Source: an optimization exercise on an open RTL-to-GDS flow (aim: a short achievable clock period, few clock cycles and low power). Production flows keep margins and buffers that such runs may drop.
In this exercise RTL edits were held to simulation tests only and were not proved equivalent to the original.
Power figures rest on the tool's default switching activity, not on a simulated workload.

==> flow/design.v <==
module e20_core (
    input  wire        clk,
    input  wire        rst,          
    output reg         mem_req,
    output reg         mem_we,
    output reg  [12:0] mem_addr,
    output reg  [15:0] mem_wdata,
    input  wire        mem_gnt,
    input  wire        mem_rvalid,
    input  wire [15:0] mem_rdata,
    output reg         halted
);
    localparam [2:0] OP_RRR  = 3'b000, OP_ADDI = 3'b001, OP_J   = 3'b010,
                     OP_JAL  = 3'b011, OP_LW   = 3'b100, OP_SW  = 3'b101,
                     OP_JEQ  = 3'b110, OP_SLTI = 3'b111;
    localparam [3:0] F_ADD = 4'b0000, F_SUB = 4'b0001, F_OR = 4'b0010,
                     F_AND = 4'b0011, F_SLT = 4'b0100, F_JR = 4'b1000;
    reg [15:0] regs [1:7];
    reg [12:0] pc;         
    reg [12:0] fa;         
    reg        req_data;   
    reg [15:0] ibuf;       
    reg        ibuf_v;
    reg [2:0]  q_v, q_ld, q_dr;
    reg        ld_pend;    
    reg [2:0]  ld_d;       
    wire acc       = mem_req & mem_gnt;
    wire acc_read  = acc & ~mem_we;
    wire acc_fetch = acc & ~req_data;
    wire data_wait = mem_req & req_data & ~mem_gnt;    
    wire resp_ld   = mem_rvalid & q_ld[0];
    wire resp_ins  = mem_rvalid & ~q_ld[0] & ~q_dr[0];    
    wire        ivalid = (ibuf_v | resp_ins) & ~halted;
    wire [15:0] ir     = ibuf_v ? ibuf : mem_rdata;
    wire [2:0]  op     = ir[15:13];
    wire [2:0]  ra     = ir[12:10];
    wire [2:0]  rb     = ir[9:7];
    wire [2:0]  rd_rrr = ir[6:4];
    wire [3:0]  func   = ir[3:0];
    wire [6:0]  imm7   = ir[6:0];
    wire [12:0] imm13  = ir[12:0];
    wire [15:0] simm   = {{9{imm7[6]}}, imm7};
    wire [15:0] va = (ra == 3'd0) ? 16'd0 : regs[ra];
    wire [15:0] vb = (rb == 3'd0) ? 16'd0 : regs[rb];
    wire [12:0] npc = pc + 13'd1;
    wire [12:0] ea  = va[12:0] + simm[12:0];
    wire is_rrr  = (op == OP_RRR);
    wire is_lw   = (op == OP_LW);
    wire is_sw   = (op == OP_SW);
    wire is_j    = (op == OP_J);
    wire is_jal  = (op == OP_JAL);
    wire is_jeq  = (op == OP_JEQ);
    wire is_jr   = is_rrr & (func == F_JR);
    wire is_halt = is_j & (imm13 == pc);
    reg        wr;
    reg [2:0]  dst;
    reg [15:0] res;
    always @(*) begin
        wr  = 1'b0;
        dst = rb;
        res = va + simm;
        case (op)
            OP_RRR: begin
                dst = rd_rrr;
                wr  = (func[3:1] == 3'b000) | (func[3:1] == 3'b001) | (func == F_SLT);
                case (func)
                    F_ADD:   res = va + vb;
                    F_SUB:   res = va - vb;
                    F_OR:    res = va | vb;
                    F_AND:   res = va & vb;
                    default: res = {15'd0, va < vb};
                endcase
            end
            OP_ADDI: wr = 1'b1;
            OP_SLTI: begin wr = 1'b1; res = {15'd0, va < simm}; end
            OP_JAL:  begin wr = 1'b1; dst = 3'd7; res = {3'd0, npc}; end
            default: ;
        endcase
    end
    wire wr_nz = wr & (dst != 3'd0);
    wire rd_a = ~(is_j | is_jal);
    wire rd_b = is_rrr | is_sw | is_jeq;
    wire ld_hit = ld_pend & ((rd_a & ra == ld_d) | (rd_b & rb == ld_d) |
                             (wr_nz & dst == ld_d));
    wire stall = ld_hit
               | (resp_ld & wr_nz)                          
               | ((is_lw | is_sw) & data_wait)
               | (is_lw & ld_pend & ~resp_ld)
               | (is_halt & data_wait);
    wire exec = ivalid & ~stall;
    wire        eq      = (va == vb);
    wire [12:0] br_tgt  = npc + simm[12:0];
    wire        tk_jeq  = is_jeq & eq & (imm7 != 7'd0);
    wire        tk_j    = (is_j | is_jal) & (imm13 != npc) & ~is_halt;
    wire        tk_jr   = is_jr & (va[12:0] != npc);
    reg  [12:0] tgt;
    always @(*) begin
        if (is_jeq)     tgt = br_tgt;
        else if (is_jr) tgt = va[12:0];
        else            tgt = imm13;
    end
    wire taken = exec & (tk_jeq | tk_j | tk_jr);
    wire overflow = ibuf_v & resp_ins & stall & ~halted;
    wire smc = exec & is_sw & ((ea == npc) | (ea == npc + 13'd1) | (ea == npc + 13'd2));
    wire redirect = taken | overflow | smc;
    wire [12:0] fa_n = redirect ? (taken ? tgt : npc)
                                : (acc_fetch ? fa + 13'd1 : fa);
    wire mem_go  = exec & (is_sw | (is_lw & rb != 3'd0));
    wire halt_go = exec & is_halt;
    wire       pop  = mem_rvalid;
    wire [2:0] s_v  = pop ? {1'b0, q_v[2:1]}  : q_v;
    wire [2:0] s_ld = pop ? {1'b0, q_ld[2:1]} : q_ld;
    wire [2:0] s_dr = (pop ? {1'b0, q_dr[2:1]} : q_dr) | ({3{redirect}} & ~s_ld);
    wire [2:0] slot = ~s_v & {s_v[1:0], 1'b1};        
    wire [2:0] push = {3{acc_read}} & slot;
    wire       can_fetch = ~s_v[1] & ~(s_v[0] & acc_read);
    integer i;
    always @(posedge clk) begin
        if (rst) begin
            mem_req   <= 1'b1;
            mem_we    <= 1'b0;
            mem_addr  <= 13'd0;
            mem_wdata <= 16'd0;
            req_data  <= 1'b0;
            halted    <= 1'b0;
            pc        <= 13'd0;
            fa        <= 13'd0;
            ibuf      <= 16'd0;
            ibuf_v    <= 1'b0;
            q_v <= 3'd0; q_ld <= 3'd0; q_dr <= 3'd0;
            ld_pend   <= 1'b0;
            ld_d      <= 3'd0;
            for (i = 1; i < 8; i = i + 1)
                regs[i] <= 16'd0;
        end else begin
            if (resp_ld & ld_pend) begin
                if (ld_d != 3'd0) regs[ld_d] <= mem_rdata;
            end else if (exec & wr_nz) begin
                regs[dst] <= res;
            end
            if (resp_ld) ld_pend <= 1'b0;
            if (exec & is_lw & rb != 3'd0) begin
                ld_pend <= 1'b1;
                ld_d    <= rb;
            end
            if (exec) pc <= taken ? tgt : npc;
            if (halt_go) halted <= 1'b1;
            if (ibuf_v) begin
                if (exec) begin
                    ibuf_v <= resp_ins & ~redirect;
                    ibuf   <= mem_rdata;
                end
            end else if (resp_ins & ~exec) begin
                ibuf_v <= 1'b1;
                ibuf   <= mem_rdata;
            end
            q_v  <= s_v | push;
            q_ld <= (s_ld & ~push) | (push & {3{req_data}});
            q_dr <= (s_dr & ~push) | (push & {3{redirect & ~req_data}});
            fa <= fa_n;
            if (mem_go) begin
                mem_req   <= 1'b1;
                mem_we    <= is_sw;
                mem_addr  <= ea;
                mem_wdata <= vb;
                req_data  <= 1'b1;
            end else if (data_wait) begin
            end else if (halt_go | halted) begin
                mem_req   <= 1'b0;
                req_data  <= 1'b0;
            end else begin
                mem_req   <= can_fetch;
                mem_we    <= 1'b0;
                mem_addr  <= fa_n;
                req_data  <= 1'b0;
            end
        end
    end
endmodule
Settings: LEC_CHECK=0, ABC_CLOCK_PERIOD_IN_PS=3000, CAP_MARGIN=20, CORE_MARGIN=2, CORE_UTILIZATION=40, PLACE_DENSITY=0.6, SETUP_SLACK_MARGIN=3.0, SLEW_MARGIN=20; clock period 8.0 ns.
run.sh (not shown) runs the stock make flow with config.mk's settings and CLKGATE_MAP_FILE= SYNTH_SCRIPT=/design/flow/synth_recipe.tcl, a recipe that flattens the netlist after the stock synthesis.
The starting point completed without violations.
Testbench counts at the start, summed over its fixed seeds: cycles 279,331.
Next try:
- CTS_BUF_LIST: default -> sky130_fd_sc_hd__clkbuf_16
- CTS_CLUSTER_DIAMETER: default -> 100
- CTS_CLUSTER_SIZE: default -> 20
What happened:
- design area goes down by a few percent
- die area stays the same
- count of clock-buffer cells in the layout goes down by 16
Next try:
- ABC_CLOCK_PERIOD_IN_PS: 3000 -> 2500
- CTS_BUF_LIST: sky130_fd_sc_hd__clkbuf_16 -> default
- CTS_CLUSTER_DIAMETER: 100 -> default
- CTS_CLUSTER_SIZE: 20 -> default
- SETUP_SLACK_MARGIN: 3.0 -> 4.5
Effect: Setup slack gets better by 18 ps; wire length rose by 12%; global-route usage rose by 2.9 points.

========
build 29:
e20_core, a different RTL version from the one above (not shown whole).
Size in the first run: roughly 0.015 mm^2 of cells after synthesis.
// e20_core
module e20_core (
    input  wire        clk,
    input  wire        rst,          
    output reg         mem_req,
    output reg         mem_we,
    output reg  [12:0] mem_addr,
    output wire [15:0] mem_wdata,
    input  wire        mem_gnt,
    input  wire        mem_rvalid,
    input  wire [15:0] mem_rdata,
    output reg         halted
);
    localparam [2:0] OP_RRR  = 3'b000, OP_ADDI = 3'b001, OP_J   = 3'b010,
                     OP_JAL  = 3'b011, OP_LW   = 3'b100, OP_SW  = 3'b101,
                     OP_JEQ  = 3'b110, OP_SLTI = 3'b111;
    localparam [3:0] F_ADD = 4'b0000, F_SUB = 4'b0001, F_OR = 4'b0010,
                     F_AND = 4'b0011, F_SLT = 4'b0100, F_JR = 4'b1000;
    reg [15:0] regs [1:7];
    reg [12:0] pc;         
    reg        req_data;   
    reg [2:0]  q_v, q_ld, q_dr;
    reg        st_q;       
    reg [2:0]  st_s;       
    reg        ld_pend;    
    reg [2:0]  ld_d;       
    wire acc       = mem_req & mem_gnt;
    wire acc_read  = acc & ~mem_we;
    wire acc_fetch = acc & ~req_data;
    wire data_wait = mem_req & req_data & ~mem_gnt;    
    wire resp_ld   = mem_rvalid & q_ld[0];
    wire resp_ins  = mem_rvalid & ~q_ld[0] & ~q_dr[0];    
    wire [12:0] npc = pc + 13'd1;
    wire [12:0] pc2 = pc + 13'd2;
    wire smc = st_q & ((mem_addr[12:2] == pc[12:2]) | (mem_addr[12:2] == pc2[12:2]));
    assign mem_wdata = (st_s == 3'd0) ? 16'd0 : regs[st_s];
    wire        ivalid = resp_ins & ~halted & ~smc;
    wire [15:0] ir     = mem_rdata;
    wire [2:0]  op     = ir[15:13];
    wire [2:0]  ra     = ir[12:10];
    wire [2:0]  rb     = ir[9:7];
    wire [2:0]  rd_rrr = ir[6:4];
    wire [3:0]  func   = ir[3:0];
    wire [6:0]  imm7   = ir[6:0];
    wire [12:0] imm13  = ir[12:0];
    wire [15:0] simm   = {{9{imm7[6]}}, imm7};
    wire [15:0] va = (ra == 3'd0) ? 16'd0 : regs[ra];
    wire [15:0] vb = (rb == 3'd0) ? 16'd0 : regs[rb];
    wire [12:0] ea  = va[12:0] + simm[12:0];
    wire is_rrr  = (op == OP_RRR);
    wire is_lw   = (op == OP_LW);
    wire is_sw   = (op == OP_SW);
    wire is_j    = (op == OP_J);
    wire is_jal  = (op == OP_JAL);
    wire is_jeq  = (op == OP_JEQ);
    wire is_jr   = is_rrr & (func == F_JR);
    wire is_halt = is_j & (imm13 == pc);
    reg        wr;
    reg [2:0]  dst;
    reg [15:0] res;
    always @(*) begin
  ...
Settings: LEC_CHECK=0, ABC_CLOCK_PERIOD_IN_PS=4000, CAP_MARGIN=20, CORE_MARGIN=2, CORE_UTILIZATION=40, CTS_BUF_LIST=sky130_fd_sc_hd__clkbuf_8, PLACE_DENSITY=0.6, SETUP_SLACK_MARGIN=3.0, SLEW_MARGIN=20; clock period 8.0 ns.
standard.sh (not shown) runs the stock make flow with config.mk's settings and CLKGATE_MAP_FILE= SYNTH_SCRIPT=/design/flow/synth_recipe.tcl, a recipe that flattens the netlist after the stock synthesis.
==> flow/flow/run.sh <==
#!/bin/bash
# The standard layout (the standard.sh, unchanged synthesis and steps),
# with one change to clock tree synthesis: no dummy loads are added to
# balance the clock tree's leaf buffers.
set -euo pipefail
export CTS_ARGS="-sink_clustering_enable -repair_clock_nets -buf_list sky130_fd_sc_hd__clkbuf_8 -dont_use_dummy_load"
bash standard.sh > standard.log 2>&1
In summary, build 29 completed successfully, with a layout that passed the timing, design-rule and antenna checks.
Testbench counts of build 29, summed over its fixed seeds: cycles 285,732.
Inputs modified between build 29 and build 24:
==> flow/run.sh (new file) <==
#!/bin/bash
# synth_recipe.tcl (not shown) runs the flow's synth.tcl, then flattens the netlist and writes it again
# the make line also repeats each setting of config.mk as NAME=value (left out here)
make -C /OpenROAD-flow-scripts/flow DESIGN_CONFIG=/design/flow/config.mk WORK_HOME=/design/flow/orfs CLKGATE_MAP_FILE= SYNTH_SCRIPT=/design/flow/synth_recipe.tcl finish
-- flow/config.mk --
<<< build 29, line 8
export ABC_CLOCK_PERIOD_IN_PS = 4000
>>> build 24, line 8
export ABC_CLOCK_PERIOD_IN_PS = 3000
removed: flow/flow/run.sh
removed: flow/standard.sh
--- outcome ---
Going from build 29 to build 24, number of clock buffers inserted by TritonCTS barely changed; met3 wire length dropped 0.52%; clock network power climbed 42%. Compared to build 29, build 24 has total combinational power about 2% lower. Summary — total power, build 24 relative to build 29: higher, by 180 uW. As far as cell count is concerned, build 24 and build 29 perform about the same.
Modified inputs, build 22 compared to build 24
==> flow/flow/run.sh (new file) <==
#!/bin/bash
# The standard layout (the standard.sh, unchanged synthesis and steps),
# with one change to clock tree synthesis: no dummy loads are added to
# balance the clock tree's leaf buffers.
set -euo pipefail
export CTS_ARGS="-sink_clustering_enable -repair_clock_nets -buf_list sky130_fd_sc_hd__clkbuf_8 -dont_use_dummy_load"
bash standard.sh > standard.log 2>&1
==> flow/standard.sh (new file) <==
#!/bin/bash
# synth_recipe.tcl (not shown) runs the flow's synth.tcl, then flattens the netlist and writes it again
# the make line also repeats each setting of config.mk as NAME=value (left out here)
make -C /OpenROAD-flow-scripts/flow DESIGN_CONFIG=/design/flow/config.mk WORK_HOME=/design/flow/orfs CLKGATE_MAP_FILE= SYNTH_SCRIPT=/design/flow/synth_recipe.tcl "${@:-finish}"
-- flow/config.mk --
<<< build 24, line 9
export CAP_MARGIN = 20
>>> build 22, line 9
export CAP_MARGIN = 0
<<< build 24, line 15
export SLEW_MARGIN = 20
>>> build 22, line 15
export SLEW_MARGIN = 0
removed: flow/run.sh
Results
Endpoint of the worst setup timing path = regs[1][11]: build 24; endpoint of the worst setup timing path = regs[1][9]: build 22. Compared build 22 vs build 24, and clock power is down in build 22. Delta (build 22 minus build 24): wire length on met3 fell by 73 um, clock-pin slew reported for the worst setup and hold paths after clock tree synthesis stayed essentially flat, non-clock buffer count rose by 18%. | worst setup slack | lower: build 22 |. Compared with build 24, build 22 shows total routing resource utilization after global routing lower by 0.25 points. Of the two values seen for critical path's slowest cell, xor2_1 was produced by build 22 and a311o_2 by build 24.

-- afterwards: timing with drivers on the ports --
No port has a modelled driver above. Below, the same layouts with a new extraction and two added sets of constraints. Step 1: set_driving_cell puts a clkbuf_16 on clk and a buf_2 on each other input, an assumption about the parent block. Step 2 moves the port delays by t, midway between the first and last clock arrival at a register: inputs arrive t later, outputs are due t later. That takes back most of the time a late clock gives input paths. a / b / c = ideal / step 1 / step 2; a / b = the first two.
run | t (ns) | setup slack, ns | worst hold slack (ns) | worst setup path after step 2 | latest minus earliest clock arrival (ns)
the first run of note 1 | 0.619 | 1.952 / 1.959 / 1.341 | 0.498 / 0.498 / 0.498 | input to register | 0.049 / 0.049
the second run of note 1 | 0.583 | 2.047 / 2.059 / 1.476 | 0.499 / 0.499 / 0.499 | input to register | 0.034 / 0.034
the third run of note 1 | 0.620 | 2.065 / 2.028 / 1.408 | 0.490 / 0.490 / 0.490 | input to register | 0.036 / 0.036
build 29 | 0.541 | 3.018 / 2.990 / 2.449 | 0.487 / 0.487 / 0.487 | input to register | 0.032 / 0.032
build 24 | 0.565 | 3.045 / 2.946 / 2.382 | 0.489 / 0.489 / 0.489 | input to register | 0.019 / 0.019
build 22 | 0.556 | 2.957 / 2.937 / 2.381 | 0.487 / 0.487 / 0.487 | input to register | 0.028 / 0.028
After both steps every run listed still meets setup and hold. The setup slack of build 24, which loses most, moves by -0.099 ns with the drivers and by -0.663 ns with both steps.
